Context: an optimization exercise on an open-source flow, tuned for small area, a short achievable clock period and few clock cycles per item. The choices shown serve that exercise and are no tape-out recipe. Where RTL was checked, it was by simulation tests only, not by an equivalence proof against the original. No functional check of the RTL was part of runs 1 and 2. Power figures rest on the tool's default switching activity, not on a simulated workload.

==> flow/design.v <==
module sscore_dec (
    input             clk,
    input             rst,         
    input             start,
    input      [47:0] in_len,
    output            idle,
    output            done,
    output     [2:0]  err,
    input             in_valid,
    output            in_ready,
    input      [20:0] in_cp,
    output            out_valid,
    input             out_ready,
    output      [7:0] out_data
);
    localparam [2:0] E_NONE      = 3'd0,
                     E_HEADER    = 3'd1,    
                     E_RANGE     = 3'd2,    
                     E_LENGTH    = 3'd3,    
                     E_BODY      = 3'd5;    
    reg         idle_r;      
    reg         done_r;      
    reg  [2:0]  err_r;
    reg  [47:0] rem;         
    reg  [2:0]  hidx;        
    reg  [47:0] hc;          
    reg         uf;          
    reg         oor;         
    reg         mb;          
    reg  [1:0]  pst;         
    reg         rdy;         
    reg         kpat;        
    reg         kff;         
    reg  [10:0] rcnt;        
    reg  [7:0]  p0, p1;
    reg         ovalid;
    reg  [7:0]  obyte;
    assign idle      = idle_r;
    assign done      = done_r;
    assign err       = err_r;
    assign in_ready  = rdy;
    assign out_valid = ovalid;
    assign out_data  = obyte;
    wire        run     = !idle_r && !done_r;
    wire        push    = in_valid && rdy;
    wire        oa      = !ovalid || out_ready;      
    wire        take    = ovalid && out_ready;       
    wire [11:0] sym     = in_cp[11:0];
    wire        inrange = (in_cp[20:12] == 9'h00E);    
    wire        body    = push && inrange && !oor && !mb && hidx[2];
    wire        lowsym  = (sym[11:8] == 4'b0000);
    wire        t_lit   = body && (pst == 2'd0) && lowsym;
    wire        t_res   = body && (pst == 2'd0) && (sym[11:10] == 2'b00) && !lowsym;
    wire        t_zf    = body && (pst == 2'd0) && (sym[11] ^ sym[10]);
    wire        t_pat   = body && (pst == 2'd0) && (sym[11:10] == 2'b11);
    wire        t_a     = body && (pst == 2'd1);
    wire        t_b     = body && (pst == 2'd2);
    wire        rc_zero = (rcnt == 11'd0);
    wire        rc_odd  = rcnt[0];
    wire [10:0] zf_len  = {1'b0, sym[9:0]};
    wire        zf_nz   = (sym[9:0] != 10'd0);
    wire        x_emit  = !rdy && oa;
    wire [7:0]  x_byte  = kpat ? (rc_odd ? p1 : p0) : {8{kff}};
    wire [10:0] dec_in  = t_zf ? zf_len : rcnt;
    wire [10:0] dec_out = dec_in - 11'd1;
    wire        dec_z   = (dec_out == 11'd0);
    wire        hc_hi_z = (hc[47:1] == 47'd0);
    wire        hc_z    = hc_hi_z && !hc[0];
    wire        hc_one  = hc_hi_z && hc[0];
    wire        rem_z   = (rem == 48'd0);
    wire [47:0] rem_t, hc_t;
    assign rem_t[0] = push;
    assign hc_t[0]  = take;
    genvar gi;
    generate
        for (gi = 1; gi < 48; gi = gi + 1) begin : g_borrow
            assign rem_t[gi] = rem_t[gi-1] && !rem[gi-1];
            assign hc_t[gi]  = hc_t[gi-1]  && !hc[gi-1];
        end
    endgenerate
    wire        fin     = run && rem_z && rdy && oa;
    reg         ovalid_n, rdy_n;
    always @(posedge clk) begin
        if (rst) begin
            idle_r <= 1'b1;
            done_r <= 1'b0;
            rdy    <= 1'b1;
            ovalid <= 1'b0;
        end else begin
            idle_r <= idle_r ? !start : done_r;
            done_r <= fin;
            rdy    <= rdy_n;
            ovalid <= ovalid_n;
        end
    end
    always @(posedge clk) begin
        if (fin)
            err_r  <= oor                                  ? E_RANGE  :
                      !hidx[2]                             ? E_HEADER :
                      (mb || (pst != 2'd0))                ? E_BODY   :
                      (uf || (take ? !hc_one : !hc_z))     ? E_LENGTH :
                                                             E_NONE;
    end
    always @(*) begin
        ovalid_n = ovalid;
        rdy_n    = rdy;
        if (!oa) begin
        end else if (x_emit || t_lit || (t_a && !rc_zero) || (t_zf && zf_nz) ||
                     (t_b && !rc_zero)) begin
            ovalid_n = 1'b1;
        end else begin
            ovalid_n = 1'b0;
        end
        if (x_emit && dec_z) rdy_n = 1'b1;
        if (t_lit && !oa) rdy_n = 1'b0;
        if (t_zf && zf_nz) rdy_n = oa ? dec_z : 1'b0;
        if (t_b && lowsym && !rc_zero) rdy_n = oa ? dec_z : 1'b0;
    end
    always @(posedge clk) begin
        begin
            if (!oa) begin
            end else if (x_emit) begin
                obyte  <= x_byte;
            end else if (t_lit || (t_a && !rc_zero)) begin
                obyte  <= sym[7:0];
            end else if (t_zf && zf_nz) begin
                obyte  <= {8{sym[11]}};
            end else if (t_b && !rc_zero) begin
                obyte  <= rc_odd ? sym[7:0] : p0;
            end
            if (x_emit) begin
                rcnt <= dec_out;
            end
            if (t_lit && !oa) begin
                p1   <= sym[7:0];
                rcnt <= 11'd1;
                kpat <= 1'b1;
            end
            if (t_zf) begin
                kpat <= 1'b0;
                kff  <= sym[11];
                if (zf_nz) rcnt <= oa ? dec_out : zf_len;
            end
            if (t_pat) begin
                kpat <= 1'b1;
                rcnt <= {sym[9:0], 1'b0};
            end
            if (t_a && lowsym) begin
                p0 <= sym[7:0];
                if (!rc_zero && oa) rcnt <= dec_out;
            end
            if (t_b && lowsym) begin
                p1 <= sym[7:0];
                if (!rc_zero && oa) rcnt <= dec_out;
            end
            if (idle_r) begin
                pst <= 2'd0;
                mb  <= 1'b0;
                oor <= 1'b0;
            end else begin
                if (push && !inrange) oor <= 1'b1;
                if (t_res) mb <= 1'b1;
                if ((t_a || t_b) && !lowsym) mb <= 1'b1;
                if (t_pat) pst <= 2'd1;
                if (t_a && lowsym) pst <= 2'd2;
                if (t_b && lowsym) pst <= 2'd0;
            end
            if (idle_r) begin
                hidx <= 3'd0;
                uf   <= 1'b0;
            end else begin
                if (push && !hidx[2]) hidx <= hidx + 3'd1;
                if (take && hc_z) uf <= 1'b1;
            end
            hc <= (push && !hidx[2]) ? {hc[35:0], sym} : (hc ^ hc_t);
            rem <= idle_r ? in_len : (rem ^ rem_t);
        end
    end
endmodule
==> flow/run.sh <==
#!/bin/bash
# synth_recipe.tcl (not shown) runs the flow's synth.tcl, then flattens the netlist and writes it again
# the make line also repeats each setting of config.mk as NAME=value (left out here)
make -C /OpenROAD-flow-scripts/flow DESIGN_CONFIG=/design/flow/config.mk WORK_HOME=/design/flow/orfs CLKGATE_MAP_FILE= SYNTH_SCRIPT=/design/flow/synth_recipe.tcl finish
==> flow/config.mk <==
export PLATFORM = sky130hd
export DESIGN_NAME = sscore_dec
export DESIGN_NICKNAME = sscore_dec
export VERILOG_FILES = /design/flow/design.v
export SDC_FILE = /design/flow/constraint.sdc
export NUM_CORES = 4
export LEC_CHECK = 0
export CAP_MARGIN = 20
export CORE_MARGIN = 2
export CORE_UTILIZATION = 40
export SETUP_SLACK_MARGIN = 5
export SLEW_MARGIN = 20
==> flow/constraint.sdc <==
create_clock -name core_clock -period 8.0 [get_ports {clk}]
set_input_delay 1.6000 -clock core_clock [delete_from_list [all_inputs] [get_ports {clk}]]
set_output_delay 1.6000 -clock core_clock [all_outputs]
set_load 0.01 [all_outputs]
==> notes.md, run 1 <==
I/O Pins 89; Setup TNS Final -7.38 ns; largest family of logic cells by synthesized area simple AND/OR/NAND/NOR gates; count of flip-flops with a built-in enable after synthesis 28; final hold violation count 0; commonest non-fill, non-tap cell in the layout dfxtp_1; drt via density 5.35; Post-Syn Nets 1108; Final Slew Violations 0; All-Layer GR Usage 22.3%; fraction of layout cells with a size suffix above 1 33.5%; crit path time final 8.94 ns; SO Faults negative setup slack; DRT Pass-1 Iters 4; Critical Path RT 8.30 ns; asr flop ratio synth 0%; CP max stage delay 0.17 ns; Clk pin slew, worst setup/hold paths 0.07 ns; WL per Instance 17.6 um; Area growth, synth to finish 53.5%; Max Clock Skew 0.0117 ns; Core ar. 0.0196 mm2; startpoint types input pin; port bufs 88; global-route wire length before repair 37500 um; CTS tree built; CTS buffer count 17; Skew-Pair Late Insertion Delay 0.42 ns; status failed layout checks; static leakage 0.00498 uW; Routed Antenna Nets 0; # H-tree levels 4; commonest cells after routing, fill and taps aside dfxtp_1, inv_1, ha_4, nor2_1, nand2_1; die width 146 um; pin count of the biggest net entering global routing 63; min-delay worst type register to register; die extent in y 146 um; root buffer cell clkbuf_16; Pwr per Cell Area 172 mW/mm2; Compound-Gate Fraction of Synth Area 14.6%; routed wire length 23500 um; critical path arrival 9.24 ns; final setup fails 14; Worst Setup Slack, final -0.944 ns; dpl hpwl 15700 um; largest fanout on the critical path 3; Num Clock Sinks 148; DRC viols 0; Final Wtd Congestion 0.845; Fill cells 1593; Die ar. 0.0213 mm2; worst slew pin tran 0.947 ns; Setup crit end kind register; cell row count 51; # hold bufs at CTS 0; setup repair after global routing missed its margin true; initial antenna violation count 2; count of cell types in the netlist 64; cell mode on critical path ha_4; Final #Nets 1227; syn_area_per_cell 8.62 um2; Syn Inst Count 935; Post-Synth Simple-Gate Area 17.1%; warning count from the yosys run 1; Initial DRC Count 443; Peak VDD IR 0.129 mV; Cell Area, Synth 0.00806 mm2; Starting Density 41.1%; Synth Flop Type dfxtp_1; MaxCap Viol Count 0; vias in the first global route 7011; mux contribution to synthesized area 1.86%; worst slack at placement -1.93 ns; routed via count 7133; Synth Area in XOR/XNOR 2.72%; crit path kind input pin to register; crit path max-delay cell type ha_4; register bit total from synthesis 148; final period utilization 112%; Slew headroom 36.8%; sequential area share after synthesis 40.2%; WHS 0.482 ns; grt ovf 0; Max Clk Rate 112 MHz; post-synthesis adder-cell area fraction 15.4%; clock buffer depth 2
-- power breakdown --
part	leakage, uW	switching [uW]	internal, uW
Sequential	0.00126	62.7	827
Clock	0.000315	325	549
Combinational	0.00341	190	177
-- kinds of logic (layout without fill, tap and decap cells) --
logic type / count (synthesis) / count (layout)
AOI/OAI and AO/OA: 194 / 194
xor gates and xnor gates: 25 / 25
adders and majority gates: 99 / 99
buffers and inverters: 168 / 298
DFF: 148 / 148
muxes: 15 / 15
other: 0 / 1
and+or+nand+nor: 286 / 288
-- layer usage --
layer / global-route usage [%] / wire length [um] / up-vias
li1: - / - / 3489
met1: 29.2 / 10400 / 3323
met2: 36.0 / 11000 / 263
met3: 4.76 / 1400 / 56
met4: 8.77 / 651 / 2
met5: 0 / 13 / -
-- final timing paths --
check / startpoint / end / slack, ns / cells past startpoint
worst min-delay path: uf / uf / 0.48 / 2
worst max register to register: ovalid / hc[47] / -0.03 / 52
worst min register to register: uf / uf / 0.48 / 2
worst max-delay path: out_ready / hc[47] / -0.94 / 53
-- cells in the mapped netlist (all sizes together), types with 15 or more instances --
cell type / count / share of area [%]
clkbuf: 44 / 2.0
xnor2: 18 / 2.0
mux2i: 15 / 1.9
ha: 99 / 15
nand2: 82 / 3.9
a21oi: 73 / 4.6
nor4: 29 / 2.3
edfxtp: 28 / 10
nor3: 17 / 1.1
o21ai: 62 / 3.9
inv: 117 / 5.4
nor2: 94 / 4.4
dfxtp: 120 / 30
-- area by class of cell --
class	instances	area [um2]	area share, %
Clock inverter	10	139	1.12
Timing Repair Buffer	149	1490	12.1
Antenna cell	1	2.50	0.0202
Multi-Input combinational cell	621	6200	50.1
Clock buffer	22	509	4.12
Inverter	117	449	3.63
Tap cell	265	332	2.68
Sequential cell	148	3250	26.3
-- flip-flops by register name, summed over array words and instances, names as in the netlist, 2 cells and up --
name / cells
hc: 48
rem: 48
rcnt: 11
obyte: 8
p0: 8
p1: 8
err_r: 3
hidx: 3
pst: 2
-- per-stage QoR --
step,total power (uW),utilization (%),cells,area [um2]
floorplan,1120,-,935,9740
global placement,1230,55.1,1248,10800
detailed placement,1240,55.1,1248,10800
CTS,2140,61.9,1325,12100
global route,2230,63.1,1332,12400
finish,2130,63.2,1333,12400
-- worst max-delay path: cells and delay by family --
family	cells	cell delay, ns
adder cells (fa/ha/maj)	47	7.11
XOR/XNOR	1	0.13
AO/OA/AOI/OAI	1	0.06
AND/OR/NAND/NOR	2	0.11
buffers and inverters	2	0.15
-- timing repair --
item                       CTS  global route
setup endpoints to repair  147           138
pin swaps                   60            38
gates cloned                 2             0
resized for setup          116            61
buffers inserted            43             7
==> run 2, diff against run 1 <==
--- a/flow/config.mk
+++ b/flow/config.mk
@@ -10,3 +10,2 @@
 export CORE_UTILIZATION = 40
-export SETUP_SLACK_MARGIN = 5
 export SLEW_MARGIN = 20
==> notes.md, run 2 <==
I/O Pins 89 (unchanged); dpl cells 1252 (+0.32%); Post-synth top cells dfxtp_1, inv_1, ha_1; All-Layer GR Usage 20.2% (-2.0 points); Setup crit end kind register; routed wire length 20900 um (-11%); CP max stage delay 0.16 ns (about the same); # H-tree levels 4 (unchanged); initial antenna violation count 0 (-2); static leakage 0.00453 uW (-9.1%); Peak VDD IR 0.106 mV (-18%); worst path bufs/invs 2 (unchanged); DRT Pass-1 Iters 5 (+1); Synth Flop Type dfxtp_1; Clk pin slew, worst setup/hold paths 0.06 ns (about the same); global-route wire length before repair 34500 um (-8.2%); Die ar. 0.0213 mm2 (unchanged); Critical Path RT 8.32 ns (+0.02 ns); largest fanout on the critical path 2 (-1); sequential area share after synthesis 40.2% (unchanged); CTS buffer count 17 (unchanged); count of flip-flops with a built-in enable after synthesis 28 (unchanged); port bufs 88 (unchanged); min-delay worst type register to register; Final Wtd Congestion 0.881 (+4.3%); final period utilization 112% (+0.20 points); Skew-Pair Late Insertion Delay 0.42 ns (about the same); top cell family by delay on the critical path adder cells; pin count of the biggest net entering global routing 99 (+57%); asr flop ratio synth 0% (unchanged); MaxCap Viol Count 0 (unchanged); Routed Antenna Nets 0 (unchanged); Slew headroom 37.0% (+0.23 points); n_diodes 0 (-1); WL per Instance 16.3 um (-7.5%); SO Faults negative setup slack; die extent in y 146 um (unchanged); grt ovf 0 (unchanged); cell mode on critical path ha_4; Num Clock Sinks 148 (unchanged); worst slack at placement -2.02 ns (-0.0929 ns); Pwr per Cell Area 184 mW/mm2 (+6.5%); Cell Area, Synth 0.00806 mm2 (unchanged); Area growth, synth to finish 38.2%; Fill cells 1740 (+9.2%); crit path kind input pin to register; vias in the first global route 6603 (-5.8%); Core ar. 0.0196 mm2 (unchanged); worst slew pin tran 0.945 ns (-0.00214 ns); crit path time final 8.96 ns (+0.0160 ns); Layout Cells excl Fill 1287 (-3.5%); drt via density 5.23 (-2.2%); Worst Setup Slack, final -0.960 ns (-0.0160 ns); largest area contributor in the netlist dfxtp_1; root buffer cell clkbuf_16; Final Slew Violations 0 (unchanged); Post-Syn Nets 1108 (unchanged); syn_area_per_cell 8.62 um2 (unchanged); Final #Nets 1182 (-3.7%); crit path max-delay cell type ha_4; commonest non-fill, non-tap cell in the layout dfxtp_1; Syn Inst Count 935 (unchanged); die width 146 um (unchanged); commonest cells after routing, fill and taps aside dfxtp_1, inv_1, ha_4, nor2_1, clkdlybuf4s50_1; most common cell in the netlist dfxtp_1; final setup fails 14 (unchanged); dpl hpwl 15500 um (-1.5%); Initial DRC Count 367 (-17%); critical path arrival 9.28 ns (+0.04 ns); final hold violation count 0 (unchanged); clock buffer depth 2 (unchanged); count of cell types in the netlist 64 (unchanged); status failed layout checks; top cell type's share of synthesized area 29.8% (unchanged); PnR Total Power 2040 uW (-4.1%); fraction of layout cells with a size suffix above 1 17.6% (-16 points); Largest regs hc: 48 flops, rem: 48 flops, rcnt: 11 flops; Max Clock Skew 0.0175 ns (+0.00581 ns); cell row count 51 (unchanged); routed via count 6732 (-5.6%); startpoint types input pin; setup repair after global routing missed its margin true; Starting Density 41.1% (unchanged); warning count from the yosys run 1 (unchanged); Max Clk Rate 112 MHz (-0.18%); top post-synthesis cells by area dfxtp_1, ha_1, edfxtp_1; DRC viols 0 (unchanged); CTS tree built; register bit total from synthesis 148 (unchanged)
[run 2: cell counts after synthesis]
Identical to the previous run, type by type.
[run 2: where the power goes]
part | leakage (uW) | internal [uW] | switching (uW)
logic | 0.00296 | 143 | 150
registers | 0.00126 | 827 | 67.1
clock network | 0.000309 | 530 | 326
[run 2: worst reg2reg max path, delay by kind of cell (launching register included)]
family / cells / cell delay [ns]
fa+ha+maj: 47 / 7.16
flops: 1 / 0.37
xor+xnor: 1 / 0.11
simple gates: 1 / 0.09
compound gates: 1 / 0.06
buf+inv: 1 / 0.04
[run 2: logic make-up after synthesis]
family | synth area share, %
AO/OA/AOI/OAI | 14.6
AND/OR/NAND/NOR | 17.1
XOR/XNOR | 2.72
flip-flops | 40.2
buffers and inverters | 8.07
multiplexers | 1.86
adder cells (fa/ha/maj) | 15.4
[run 2: worst paths after layout]
kind | start | to | slack, ns | depth (start not counted)
min reg2reg | uf | uf | 0.49 | 2
max reg2reg | rdy | rem[47] | -0.05 | 51
min | uf | uf | 0.49 | 2
max | out_ready | hc[47] | -0.96 | 53
[run 2: layer usage]
| layer | part of all wire (%) | global-route usage, % |
|---|---|---|
| met1 | 47 | 27.5 |
| met3 | 5.6 | 5.24 |
| met5 | 0 | 0 |
| met4 | 0.52 | 3.48 |
| met2 | 46 | 32.9 |
[run 2: through the flow]
stage	hold WS (ns)	utilization [%]	TNS [ns]	cell area, um2
floorplan	0.438	-	-10.33	9300
global placement	0.456	53.2	-26.45	10400
detailed placement	0.469	53.2	-28.49	10400
CTS	0.487	56.7	-8.61	11100
global route	0.524	56.8	-10.34	11100
finish	0.486	56.8	-7.99	11100
[run 2: repair_timing]
item	CTS	global route
setup buffers	2	0
gates resized for setup	18	0
hold buffers	0	0
gates cloned	0	0
setup endpoints to repair	22	17
pin swaps	8	2
[run 2: final cells by class]
type | instances | area (um2) | share of cell area [%]
multi-input combinational | 619 | 5420 | 48.7
clock buffer | 25 | 571 | 5.12
tap | 265 | 332 | 2.98
sequential | 148 | 3250 | 29.2
timing repair buffer | 106 | 1050 | 9.39
clock inverter | 7 | 75.1 | 0.674
inverter | 117 | 444 | 3.99
==> run 3, diff against run 2 <==
--- a/flow/design.v
+++ b/flow/design.v
@@ -70,14 +70,2 @@
     wire        rem_z   = (rem == 48'd0);
-    wire [47:0] rem_t, hc_t;
-    assign rem_t[0] = push;
-    assign hc_t[0]  = take;
-    genvar gi;
-    generate
-        for (gi = 1; gi < 48; gi = gi + 1) begin : g_borrow
-            assign rem_t[gi] = rem_t[gi-1] && !rem[gi-1];
-            assign hc_t[gi]  = hc_t[gi-1]  && !hc[gi-1];
-        end
-    endgenerate
-    wire        fin     = run && rem_z && rdy && oa;
-    reg         ovalid_n, rdy_n;
     always @(posedge clk) begin
@@ -89,42 +77,30 @@
         end else begin
-            idle_r <= idle_r ? !start : done_r;
-            done_r <= fin;
-            rdy    <= rdy_n;
-            ovalid <= ovalid_n;
-        end
-    end
-    always @(posedge clk) begin
-        if (fin)
-            err_r  <= oor                                  ? E_RANGE  :
-                      !hidx[2]                             ? E_HEADER :
-                      (mb || (pst != 2'd0))                ? E_BODY   :
-                      (uf || (take ? !hc_one : !hc_z))     ? E_LENGTH :
-                                                             E_NONE;
-    end
-    always @(*) begin
-        ovalid_n = ovalid;
-        rdy_n    = rdy;
-        if (!oa) begin
-        end else if (x_emit || t_lit || (t_a && !rc_zero) || (t_zf && zf_nz) ||
-                     (t_b && !rc_zero)) begin
-            ovalid_n = 1'b1;
-        end else begin
-            ovalid_n = 1'b0;
-        end
-        if (x_emit && dec_z) rdy_n = 1'b1;
-        if (t_lit && !oa) rdy_n = 1'b0;
-        if (t_zf && zf_nz) rdy_n = oa ? dec_z : 1'b0;
-        if (t_b && lowsym && !rc_zero) rdy_n = oa ? dec_z : 1'b0;
-    end
-    always @(posedge clk) begin
-        begin
+            if (idle_r) begin
+                if (start) idle_r <= 1'b0;
+            end else if (done_r) begin
+                done_r <= 1'b0;
+                idle_r <= 1'b1;
+            end else if (rem_z && rdy && oa) begin
+                done_r <= 1'b1;
+                err_r  <= oor                                  ? E_RANGE  :
+                          !hidx[2]                             ? E_HEADER :
+                          (mb || (pst != 2'd0))                ? E_BODY   :
+                          (uf || (take ? !hc_one : !hc_z))     ? E_LENGTH :
+                                                                 E_NONE;
+            end
             if (!oa) begin
             end else if (x_emit) begin
+                ovalid <= 1'b1;
                 obyte  <= x_byte;
             end else if (t_lit || (t_a && !rc_zero)) begin
+                ovalid <= 1'b1;
                 obyte  <= sym[7:0];
             end else if (t_zf && zf_nz) begin
+                ovalid <= 1'b1;
                 obyte  <= {8{sym[11]}};
             end else if (t_b && !rc_zero) begin
+                ovalid <= 1'b1;
                 obyte  <= rc_odd ? sym[7:0] : p0;
+            end else begin
+                ovalid <= 1'b0;
             end
@@ -132,2 +108,3 @@
                 rcnt <= dec_out;
+                if (dec_z) rdy <= 1'b1;
             end
@@ -137,2 +114,3 @@
                 kpat <= 1'b1;
+                rdy  <= 1'b0;
             end
@@ -141,3 +119,6 @@
                 kff  <= sym[11];
-                if (zf_nz) rcnt <= oa ? dec_out : zf_len;
+                if (zf_nz) begin
+                    rdy  <= oa ? dec_z : 1'b0;
+                    rcnt <= oa ? dec_out : zf_len;
+                end
             end
@@ -153,3 +134,10 @@
                 p1 <= sym[7:0];
-                if (!rc_zero && oa) rcnt <= dec_out;
+                if (!rc_zero) begin
+                    if (oa) begin
+                        rcnt <= dec_out;
+                        rdy  <= dec_z;
+                    end else begin
+                        rdy  <= 1'b0;
+                    end
+                end
             end
@@ -171,7 +159,12 @@
             end else begin
-                if (push && !hidx[2]) hidx <= hidx + 3'd1;
-                if (take && hc_z) uf <= 1'b1;
+                if (push && !hidx[2]) begin
+                    hc   <= {hc[35:0], sym};
+                    hidx <= hidx + 3'd1;
+                end else if (take) begin
+                    hc   <= hc - 48'd1;
+                    if (hc_z) uf <= 1'b1;
+                end
             end
-            hc <= (push && !hidx[2]) ? {hc[35:0], sym} : (hc ^ hc_t);
-            rem <= idle_r ? in_len : (rem ^ rem_t);
+            if (idle_r) rem <= in_len;
+            else if (push) rem <= rem - 48'd1;
         end
==> notes.md, run 3 <==
Logic pwr share 10.2% (-4.1 points); Slew headroom 29.8% (-7.2 points); Routed Antenna Nets 0 (unchanged); Core ar. 0.0225 mm2 (+15%); Clk pin slew, worst setup/hold paths 0.07 ns (about the same); port bufs 88 (unchanged); die width 155 um (+6.2%); Max Clock Skew 0.0157 ns (-0.00182 ns); Starting Density 40.6% (-0.58 points); crit path max-delay cell type nor2_1; DRC viols 0 (unchanged); clock buffer depth 2 (unchanged); I/O Pins 89 (unchanged); sequential area share after synthesis 48.3% (+8.0 points); setup bufs post-CTS 0 (-2); pin count of the biggest net entering global routing 110 (+11%); # H-tree levels 4 (unchanged); DRT Pass-1 Iters 6 (+1); dpl hpwl 15400 um (-0.69%); crit path time final 5.67 ns (-3.29 ns); cell row count 55 (+7.8%); asr flop ratio synth 0% (unchanged); Synth Flop Type edfxtp_1; Setup crit end kind register; fraction of layout cells with a size suffix above 1 7.50% (-10 points); R2R Path Start rdy; critical path arrival 6.04 ns (-3.24 ns); All-Layer GR Usage 19.1% (-1.2 points); reg-to-reg slack, setup 3.73 ns (+3.78 ns); Sw Ratio 25.9% (-0.71 points); Final Slew Violations 0 (unchanged); CTS tree built; warning count from the yosys run 1 (unchanged); post_cts resized 0 (-18); critical-path cell list clkdlybuf4s50_1 -> or4b_1 -> or4_1 -> nor2_1 -> a21oi_1 -> ha_1 -> nor3b_1 -> xnor2_1 -> nand3_1 -> mux2_2 -> a2111o_1 -> o21ai_1; top cell type's share of synthesized area 47.4% (+18 points); WHS Endpoint hidx[0]; worst path bufs/invs 1 (-1); root buffer cell clkbuf_16; routed via count 7509 (+12%); count of cell types in the netlist 67 (+4.7%); WHS 0.565 ns (+0.0792 ns); worst slew pin tran 1.05 ns (+0.107 ns); top cell family by delay on the critical path simple AND/OR/NAND/NOR gates; largest fanout on the critical path 12 (+10); final setup fails 0 (-14); setup repair after global routing missed its margin false; drt via density 5.61 (+7.2%); largest area contributor in the netlist edfxtp_1; die extent in y 155 um (+6.2%); routed wire length 22800 um (+8.7%); Post-synth top cells edfxtp_1, nor2_1, nand2_1; status no timing/DRC/antenna violations; commonest cells after routing, fill and taps aside edfxtp_1, nor2_1, nand2_1, a21oi_1, clkdlybuf4s50_1; vias in the first global route 7000 (+6.0%); Final Wtd Congestion 0.900 (+2.2%); Int Pwr 1430 uW (-4.8%); HP Start hidx[0]; power share of the clock group 41.6% (-0.3 points); Skew-Pair Late Insertion Delay 0.43 ns (about the same); Num Clock Sinks 148 (unchanged); Peak VDD IR 0.123 mV (+17%); Die ar. 0.0240 mm2 (+13%); Initial DRC Count 645 (+76%); grt ovf 0 (unchanged); Cell Area, Synth 0.00913 mm2 (+13%); CTS buffer count 17 (unchanged); global-route wire length before repair 36700 um (+6.6%); most common cell in the netlist edfxtp_1; syn_area_per_cell 9.35 um2 (+8.5%); Max Clk Rate 176 MHz (+58%); DP Area 0.0102 mm2 (-1.7%); count of flip-flops with a built-in enable after synthesis 144 (+410%); top post-synthesis cells by area edfxtp_1, xnor2_1, nor2_1; worst hold stages 1 (-1); crit path kind input pin to register; Area growth, synth to finish 18.7%; min-delay worst type register to register; cells on worst reg2reg path 11 (-78%); WL per Instance 17.0 um (+4.5%); final core utilization 48.1% (-8.7 points); final hold violation count 0 (unchanged); Sequential Power Share 48.1% (+4.3 points); total net switching power 499 uW (-8.2%); Pwr per Cell Area 178 mW/mm2 (-3.1%); # hold bufs at CTS 0 (unchanged); Critical Path RT 8.37 ns (+0.05 ns); Setup TNS Final 0 ns (+7.99 ns); Fill cells 2147 (+23%); final instance area 0.0108 mm2 (-2.7%); Largest regs hc: 48 flops, rem: 48 flops, rcnt: 11 flops; startpoint types input pin; static leakage 0.00348 uW (-23%); Post-Syn Nets 1057 (-4.6%); CP max stage delay 0.81 ns (+0.65 ns); register bit total from synthesis 148 (unchanged); worst reg2reg endpoint rdy; n_diodes 0 (unchanged); commonest non-fill, non-tap cell in the layout edfxtp_1; Final #Nets 1122 (-5.1%); MaxCap Viol Count 0 (unchanged); Syn Inst Count 976 (+4.4%); final period utilization 70.9% (-41 points); initial antenna violation count 0 (unchanged)
## run 3: cell types whose count changed in the layout (fill, tap and decap cells not counted), sizes merged, moves of 12 or more
cell,previous run,this run
nand2,82,106
a21oi,73,90
inv,119,24
dfxtp,120,4
xnor2,18,80
nor3,17,45
edfxtp,28,144
or3,4,23
ha,99,7
xor2,7,27
a221oi,12,0
nor2,94,135
## run 3: worst max path at each step
stage          cells past startpoint  slack (ns)     to  startpoint
6_report                          12        2.33    rdy   in_cp[17]
2_1_floorplan                      3        1.98  hc[0]    in_valid
5_1_grt                           12        2.13    rdy   in_cp[17]
3_3_place_gp                      12        2.02    rdy   in_cp[17]
4_1_cts                           12        2.41    rdy   in_cp[17]
3_5_place_dp                      12        1.98    rdy   in_cp[17]
## run 3: area by class of cell
cell class	instances	area [um2]	share of cell area (%)
repair buffers	97	948	8.75
inverters	15	56.3	0.520
clock inverters	15	160	1.48
flip-flops and latches	148	4410	40.7
well taps	285	357	3.29
multi-input cells	762	4480	41.3
clock buffers	17	425	3.93
## run 3: per-layer routing
layer	part of all wire [%]	global-route usage, %	wire length (um)
met4	1.3	6.31	286
met2	45	29.2	10200
met5	0	0	0
met3	5.4	3.43	1220
met1	48	27.3	11000
## run 3: cells by family (layout without fill, tap and decap cells)
logic type / count (synthesis) / count (layout) / synth area share [%]
AO/OA/AOI/OAI: 211 / 211 / 13.2
multiplexers: 9 / 9 / 1.01
buffers and inverters: 66 / 144 / 2.92
XOR/XNOR: 107 / 107 / 10.3
AND/OR/NAND/NOR: 428 / 428 / 23.4
flip-flops: 148 / 148 / 48.3
adder cells (fa/ha/maj): 7 / 7 / 0.960
## run 3: worst register-to-register path, cell delays in order, from the launching register on
cell and delay, ns:
dfxtp_1 0.61, nand4bb_1 0.21, or4_1 0.69, nor2_1 0.82, a21oi_1 0.21, ha_1 0.36, nor3b_1 0.20, xnor2_1 0.27
nand3_1 0.11, mux2_2 0.28, a2111o_1 0.35, o21ai_1 0.11
## run 3: stage by stage
stage               total power [uW]  worst slack, ns  cells
floorplan                       1060             1.98    976
global placement                1140             2.02   1307
detailed placement              1140             1.98   1307
CTS                             1940             2.41   1339
global route                    2000             2.13   1339
finish                          1930             2.33   1339
## run 3: power groups by stage
stage	logic [uW]	registers [uW]	clock network, uW
after floorplan	125	935	0
after global routing	221	933	844
after detailed placement	196	944	0
after global placement	195	943	0
final	197	928	802
after CTS	198	927	813
Testbench counts of run 3, summed over its fixed seeds: cycles 65,160, bytes 62,998.

[separate check: timing with driven ports]
Ports are ideal in the flow. The routed layouts listed here were re-timed in OpenROAD.
Step 1 (the two cells are an assumption about what drives the block):
set clk [get_ports {clk}]
set_driving_cell -lib_cell sky130_fd_sc_hd__clkbuf_16 $clk
set_driving_cell -lib_cell sky130_fd_sc_hd__buf_2 [delete_from_list [all_inputs] $clk]
Step 2 times the ports against the registers' clock, not the clock port: input delays grow and output delays shrink by t, the midpoint of the rising clock arrivals with the driver on.
Three values: ideal ports, drivers, drivers and shift; two values: the first two.
run | shift t [ns] | setup slack, ns | worst hold slack (ns) | worst slew at a driven data input, ns
run 1 | 0.463 | -0.944 / -0.952 / -1.415 | 0.482 / 0.482 / 0.482 | 0.07
run 2 | 0.459 | -0.960 / -0.958 / -1.417 | 0.486 / 0.486 / 0.486 | 0.05
run 3 | 0.467 | 2.325 / 2.355 / 1.888 | 0.565 / 0.565 / 0.565 | 0.05
For run 1, which loses most, drivers alone change the setup slack by -0.008 ns; drivers and shift together by -0.471 ns.
